Source: an optimization exercise on an open RTL-to-GDS flow (aim: small area, a short achievable clock period and few clock cycles per item). Production flows keep margins and buffers that such runs may drop. Only simulation tests tie the RTL to the original design; equivalence was not proved. Power figures rest on the tool's default switching activity, not on a simulated workload.

File: design/flow/config.mk
export PLATFORM = sky130hd
export DESIGN_NAME = nn_train_unit
export DESIGN_NICKNAME = nn_train_unit
export VERILOG_FILES = /design/flow/design.v
export SDC_FILE = /design/flow/constraint.sdc
export NUM_CORES = 4
export LEC_CHECK = 0
export CAP_MARGIN = 20
export CORE_MARGIN = 2
export CORE_UTILIZATION = 40
export SLEW_MARGIN = 20
File: design/flow/constraint.sdc
create_clock -name core_clock -period 11.0 [get_ports {clk}]
set_input_delay 2.2000 -clock core_clock [delete_from_list [all_inputs] [get_ports {clk}]]
set_output_delay 2.2000 -clock core_clock [all_outputs]
set_load 0.01 [all_outputs]
File: design/flow/design.v
module nn_fmul (
    input  wire [7:0] a,
    input  wire [7:0] b,
    output wire [7:0] y
);
    wire [7:0]  ma = a[7] ? (~a + 8'd1) : a;    
    wire [7:0]  mb = b[7] ? (~b + 8'd1) : b;
    wire [15:0] p  = ma * mb;
    wire [7:0]  r  = p[10:3];
    assign y = (a[7] ^ b[7]) ? (~r + 8'd1) : r;
endmodule
module nn_train_unit #(
    parameter D = 4,
    parameter H = 8
) (
    input  wire                         clk,
    input  wire                         rst,
    input  wire                         start,
    input  wire                         op,       
    input  wire [8*D-1:0]               x,
    input  wire [7:0]                   t,
    input  wire [7:0]                   lr,
    input  wire [H*(8*D+8)+8*H+7:0]     w_in,
    output wire                         ready,
    output wire                         done,
    output wire [7:0]                   pred,
    output wire [H*(8*D+8)+8*H+7:0]     w_out
);
    localparam NB = 8 * D + 8;               
    localparam NW = H * NB + 8 * H + 8;      
    localparam [3:0] S_IDLE = 4'd0,
                     S_L    = 4'd1,    
                     S_O    = 4'd2,    
                     S_G    = 4'd3,    
                     S_S    = 4'd4,    
                     S_WOA  = 4'd5,    
                     S_WOB  = 4'd6,    
                     S_BO   = 4'd7,    
                     S_WIA  = 4'd8,    
                     S_WIB  = 4'd9,    
                     S_BI   = 4'd10;   
    reg  [3:0] state;
    reg  [3:0] k;      
    reg  [3:0] i;      
    reg        done_r;
    reg        op_r;
    reg  [7:0] xr  [0:D-1];
    reg  [7:0] wih [0:H*D-1];
    reg  [7:0] bih [0:H-1];
    reg  [7:0] who [0:H-1];
    reg  [7:0] bo;
    reg  [7:0] z   [0:H-1];
    reg  [7:0] s   [0:H-1];
    reg  [7:0] tr, lrr, p, g, tmp, acc;
    wire [7:0] zk     = z[k];
    wire       zk_pos = ~zk[7] & (zk != 8'd0);
    wire [7:0] hk     = zk_pos ? zk : 8'd0;
    reg  [7:0] fa, fb;
    wire [7:0] prod;
    nn_fmul u_fmul (.a(fa), .b(fb), .y(prod));
    always @(*) begin
        fa = 8'd0;
        fb = 8'd0;
        case (state)
            S_L:   begin fa = wih[k*D+i]; fb = xr[i];  end
            S_O:   begin fa = who[k];     fb = hk;     end
            S_G:   begin fa = 8'hF0;      fb = tr - p; end
            S_S:   begin fa = g;          fb = who[k]; end
            S_WOA: begin fa = g;          fb = hk;     end
            S_WOB: begin fa = lrr;        fb = tmp;    end
            S_BO:  begin fa = lrr;        fb = g;      end
            S_WIA: begin fa = s[k];       fb = xr[i];  end
            S_WIB: begin fa = lrr;        fb = tmp;    end
            S_BI:  begin fa = lrr;        fb = s[k];   end
            default: ;
        endcase
    end
    wire [7:0] sum_l = ((i == 4'd0) ? bih[k] : acc) + prod;
    wire [7:0] sum_o = ((k == 4'd0) ? bo     : acc) + prod;
    wire       last_k = (k == H - 1);
    wire       last_i = (i == D - 1);
    integer j;
    always @(posedge clk) begin
        if (rst) begin
            state  <= S_IDLE;
            done_r <= 1'b0;
            k      <= 4'd0;
            i      <= 4'd0;
        end else begin
            done_r <= 1'b0;
            case (state)
                S_IDLE: if (start) begin
                    state <= S_L;
                    k     <= 4'd0;
                    i     <= 4'd0;
                end
                S_L: begin
                    if (last_i) begin
                        i <= 4'd0;
                        if (last_k) begin
                            k     <= 4'd0;
                            state <= S_O;
                        end else
                            k <= k + 4'd1;
                    end else
                        i <= i + 4'd1;
                end
                S_O: begin
                    if (last_k) begin
                        k <= 4'd0;
                        if (op_r)
                            state <= S_G;
                        else begin
                            state  <= S_IDLE;
                            done_r <= 1'b1;
                        end
                    end else
                        k <= k + 4'd1;
                end
                S_G: state <= S_S;
                S_S: begin
                    if (last_k) begin
                        k     <= 4'd0;
                        state <= S_WOA;
                    end else
                        k <= k + 4'd1;
                end
                S_WOA: state <= S_WOB;
                S_WOB: begin
                    if (last_k) begin
                        k     <= 4'd0;
                        state <= S_BO;
                    end else begin
                        k     <= k + 4'd1;
                        state <= S_WOA;
                    end
                end
                S_BO: state <= S_WIA;
                S_WIA: state <= S_WIB;
                S_WIB: begin
                    state <= S_WIA;
                    if (last_i) begin
                        i <= 4'd0;
                        if (last_k) begin
                            k     <= 4'd0;
                            state <= S_BI;
                        end else
                            k <= k + 4'd1;
                    end else
                        i <= i + 4'd1;
                end
                S_BI: begin
                    if (last_k) begin
                        k      <= 4'd0;
                        state  <= S_IDLE;
                        done_r <= 1'b1;
                    end else
                        k <= k + 4'd1;
                end
                default: state <= S_IDLE;
            endcase
        end
    end
    always @(posedge clk) begin
        if (state == S_IDLE && start) begin
            op_r <= op;
            tr   <= t;
            lrr  <= lr;
            for (j = 0; j < D; j = j + 1)
                xr[j] <= x[8*(D-1-j) +: 8];
            for (j = 0; j < H; j = j + 1) begin
                bih[j] <= w_in[NW - (j+1)*NB +: 8];
                who[j] <= w_in[8*(H-j) +: 8];
            end
            for (j = 0; j < H*D; j = j + 1)
                wih[j] <= w_in[NW - (j/D+1)*NB + 8*(D-(j%D)) +: 8];
            bo <= w_in[7:0];
        end
        case (state)
            S_L: begin
                acc <= sum_l;
                for (j = 0; j < H; j = j + 1)
                    if (last_i && k == j) z[j] <= sum_l;
            end
            S_O: begin
                acc <= sum_o;
                if (last_k) p <= sum_o;
            end
            S_G: g <= prod;
            S_S: begin
                for (j = 0; j < H; j = j + 1)
                    if (k == j) s[j] <= zk_pos ? prod : 8'd0;
            end
            S_WOA, S_WIA: tmp <= prod;
            S_WOB: begin
                for (j = 0; j < H; j = j + 1)
                    if (k == j) who[j] <= who[j] - prod;
            end
            S_BO: bo <= bo - prod;
            S_WIB: begin
                for (j = 0; j < H*D; j = j + 1)
                    if (k*D + i == j) wih[j] <= wih[j] - prod;
            end
            S_BI: begin
                for (j = 0; j < H; j = j + 1)
                    if (k == j) bih[j] <= bih[j] - prod;
            end
            default: ;
        endcase
    end
    assign ready = (state == S_IDLE);
    assign done  = done_r;
    assign pred  = p;
    genvar gk, gi;
    generate
        for (gk = 0; gk < H; gk = gk + 1) begin : g_out
            for (gi = 0; gi < D; gi = gi + 1) begin : g_w
                assign w_out[NW - (gk+1)*NB + 8*(D-gi) +: 8] = wih[gk*D+gi];
            end
            assign w_out[NW - (gk+1)*NB +: 8] = bih[gk];
            assign w_out[8*(H-gk) +: 8]       = who[gk];
        end
    endgenerate
    assign w_out[7:0] = bo;
endmodule
File: design/flow/run.sh
#!/bin/bash
# synth_recipe.tcl (not shown) runs the flow's synth.tcl, then flattens the netlist and writes it again
# the make line also repeats each setting of config.mk as NAME=value (left out here)
make -C /OpenROAD-flow-scripts/flow DESIGN_CONFIG=/design/flow/config.mk WORK_HOME=/design/flow/orfs CLKGATE_MAP_FILE= SYNTH_SCRIPT=/design/flow/synth_recipe.tcl finish
==> results by group <==
Final layout
  • Area growth syn-to-layout: 29.2%
  • Leading cell type in the layout, fill and taps excluded: clkdlybuf4s50_1
  • Number of standard cells in the final layout excluding fillers: 7371
  • Share of layout cells above drive strength 1: 0.0519
  • Number of nets at the end of the flow: 6700
  • Most frequent cells in the layout: clkdlybuf4s50_1, nand2_1, nor2_1

Floorplan
  • Core Footprint: 109000 µm²
  • Chip height: 335 µm
  • Die width: 335 µm
  • Number of ports placed on the die boundary: 846
  • Die footprint: 112000 µm²
  • Standard-cell rows: 121
  • Starting Density: 0.403

Critical path
  • Logic depth of the worst path, buffers included: 30
  • R2R Path End: wih[8][6]
  • Number of buffer and inverter instances along the worst setup path: 8
  • Capture point of the critical path: wih[8][6]
  • Maximum fanout count along the critical path: 67
  • Register-to-Register Path Depth: 30
  • Reg-to-reg critical path startpoint: k[0]
  • Worst path slowest cell: fa_4
  • Critical Setup Path Class: register to register
  • Maximum cell stage delay along the critical path: 1.08 ns
  • Register-to-register path setup slack: 0.32 ns
  • Worst path most repeated cell: inv_1
  • Crit. Startpoint: k[0]
  • Data arrival time of the worst path: 11.22 ns
  • Critical Path Source Type: register
  • Category of the worst setup path capture point: register
  • Kind of cell adding the most delay to the critical path: adder cells
  • Data required time at the worst endpoint: 11.55 ns

Route
  • Number of remaining DRC errors: 0
  • Avg WL per Cell: 29.1 µm
  • Final WL: 215000 µm
  • Count of vias placed by the detailed router: 44600
  • Detailed Route Iter0 Violations: 5595
  • Number of nets with antenna violations after detailed routing: 0
  • Number of iterations in the first detailed-routing pass: 9
  • Via density per instance: 6.05

Synth
  • Number of library cell types mapped by synthesis: 96
  • Number of synthesis warnings: 7
  • Avg Synthesized Cell Area: 8.53 µm²
  • Portion of the post-synthesis area used by sequential elements: 0.330
  • Dominant cell type by area after synthesis: dfxtp_1
  • Synth top area share: 0.182
  • Net count of the mapped netlist: 5955
  • Proportion of register bits with asynchronous set or reset after synthesis: 0
  • Number of synthesized register bits: 614
  • Commonest register cell after synthesis: dfxtp_1
  • Top cells by area, synth: dfxtp_1, edfxtp_1, ha_1, nand2_1, nor2_1
  • Synthesized area: 43800 µm²
  • Cell count after synthesis: 5133
  • Number of synthesized flops with an enable pin: 217

Power
  • Areal power density over the cells: 169 nW/µm²
  • Leakage power total: 22.0 nW
  • Total power draw: 9.55 mW
  • Maximum vdd drop: 0.133 mV
  • Sequential group share of total power: 0.347
  • Cell-internal power: 5.85 mW
  • Clock network fraction of total power: 0.274
  • Reported net switching power: 3.70 mW
  • Sw Share: 0.387
  • Power share of the combinational group: 0.379

Global routing
  • Antenna violations before repair: 31
  • Wire length of the first global-routing pass: 302000 µm
  • Total grt overflow: 0
  • All-Layer GR Usage: 0.370
  • Vias in the first global route: 41500
  • Maximum number of pins on one net before global-route repair: 157

Clock network
  • Clock transition at the registers of the reported paths: 0.06 ns
  • CTS buffer count: 77
  • Number of gates resized after cts: 0
  • H-Tree Depth: 3
  • Clock tree from TritonCTS: yes
  • Clk root buf: clkbuf_16
  • Number of buffers added for setup after CTS: 0
  • Number of buffers on the longest clock path: 3
  • Hold buffer count at CTS: 0
  • Clock tree sinks: 614
  • Clock latency (worst-skew pair): 0.67 ns

Timing
  • Relative max-transition margin: 0.248
  • Final setup vio count: 0
  • Share of the cycle needed by the critical path after routing: 0.971
  • Worst setup skew after layout: 0.0241 ns
  • Clock period minus worst slack: 10.68 ns
  • Summed negative setup slack over all endpoints: 0 ns
  • Count of final max-slew check failures: 0
  • Tightest Pin Transition: 1.12 ns
  • Achievable clock frequency: 93.6 MHz
  • Final Hold Viols: 0
  • Setup repair after global routing missed its margin: false

Placed design
  • Quantity of I/O buffers inserted on ports: 845
  • Global placement routability congestion: 1.06
  • Hpwl dp: 164000 µm
  • Number of placed instances with taps included: 7213

Run status
  • Run status: timing/DRC/antenna clean

Hold path
  • Classification of the worst-slack hold path: register to register

Job
  • Maximum Capacitance Violations: 0
registers in the layout (all words and copies together), names as in the netlist:
name,flops
op_r,1
lrr,8
p,8
done_r,1
acc,8
s,64
g,8
bo,8
k,4
who,64
i,4
bih,64
xr,32
state,4
wih,256
tr,8
tmp,8
z,64
final cells by class:
class	instances	area (µm²)
diodes	17	42.5
repair buffers	947	9460
clock inverters	37	407
fillers	10300	52200
clock buffers	104	2120
inverters	216	818
flip-flops and latches	614	14500
multi-input cells	4022	27400
well taps	1414	1770
routing by layer:
| layer | GRT usage | routed length (µm) |
|---|---|---|
| met5 | 0 | 163 |
| met4 | 0.210 | 13800 |
| met3 | 0.0929 | 22400 |
| met2 | 0.581 | 95700 |
| met1 | 0.462 | 82700 |
power by group through the flow:
stage | logic, mW | registers (mW) | clock network (mW)
2_1_floorplan | 2.07 | 3.13 | 0
5_1_grt | 3.92 | 3.32 | 2.72
3_5_place_dp | 3.56 | 3.33 | 0
6_report | 3.62 | 3.31 | 2.62
4_1_cts | 3.58 | 3.28 | 2.64
3_3_place_gp | 3.51 | 3.33 | 0
worst reg2reg max path, delay by kind of cell, from the launching register on:
family          cells  cell delay (ns)
compound gates      7             2.47
xor+xnor            4             1.58
fa+ha+maj           8             3.78
buf+inv             8             1.42
flops               1             0.39
simple gates        3             0.93
kinds of logic (layout without fill, tap and decap cells):
| family | after synthesis | count (layout) | share of synthesized area |
|---|---|---|---|
| AND/OR/NAND/NOR | 1592 | 1592 | 0.153 |
| AO/OA/AOI/OAI | 1448 | 1448 | 0.218 |
| flip-flops | 614 | 614 | 0.330 |
| buffers and inverters | 497 | 1304 | 0.0476 |
| adder cells (fa/ha/maj) | 433 | 433 | 0.135 |
| XOR/XNOR | 402 | 402 | 0.0822 |
| multiplexers | 147 | 147 | 0.0340 |
| other | 0 | 17 | 0 |
per-stage QoR:
| stage | setup slack (ns) | area, µm² | util | hold slack [ns] |
|---|---|---|---|---|
| CTS | 0.719 | 56500 | 0.520 | 0.517 |
| detailed placement | 0.805 | 54000 | 0.496 | 0.506 |
| global route | 0.0991 | 56500 | 0.520 | 0.548 |
| global placement | 0.809 | 54000 | 0.496 | 0.504 |
| floorplan | 0.0729 | 43800 | - | 0.478 |
| finish | 0.322 | 56500 | 0.520 | 0.522 |
synth_stat cells (22+ instances only):
master    count
mux2i_1     133
nand3_1     146
ha_1        297
a21oi_1     306
maj3_1       55
a21o_1      249
o31ai_1      27
xnor2_1     203
buf_1        26
o21ai_1      37
a221oi_1     32
a22oi_1      84
o21ai_0     275
a31oi_1     156
clkbuf_1    174
xor2_1      192
a211oi_1     46
nor2_1      539
buf_2        53
edfxtp_1    217
and3_1       32
nand2_1     685
dfxtp_1     397
a222oi_1     51
inv_1       211
nor3_1       72
fa_1         81
nand2b_1     31
a22o_1       22
worst min-delay path by stage:
| stage | startpoint | end | slack (ns) | depth (start not counted) |
|---|---|---|---|---|
| global route | wih[15][2] | wih[15][2] | 0.55 | 2 |
| floorplan | i[2] | i[2] | 0.48 | 2 |
| CTS | bih[2][2] | bih[2][2] | 0.52 | 2 |
| finish | bih[2][2] | bih[2][2] | 0.52 | 2 |
| detailed placement | bih[2][2] | bih[2][2] | 0.51 | 2 |
| global placement | bih[2][2] | bih[2][2] | 0.50 | 2 |
Testbench counts, summed over its fixed seeds: cycles 88,140, items 768.

static timing again, ports no longer ideal:
No port has a modelled driver above. Below, the same layout with a new extraction and two added sets of constraints.
Step 1 assumes that a clkbuf_16 drives the clock port and a buf_2 every other input.
Step 2 adds t to the input delays and takes it off the output delays; t is the mean of the earliest and latest rising clock arrival at the registers after step 1. Input paths then give back, and output paths get back, about the clock's delay inside the block.
a / b / c = no drivers / after step 1 / after step 2; a / b = the first two.
t (ns): 0.736
setup slack, ns: 0.322 / 0.322 / 0.322
worst register clock-pin slew, ns: 0.07 / 0.07
After both steps setup and hold are still met in this run. The setup slack of this run moves by 0.000 ns with the drivers and by 0.000 ns with both steps.
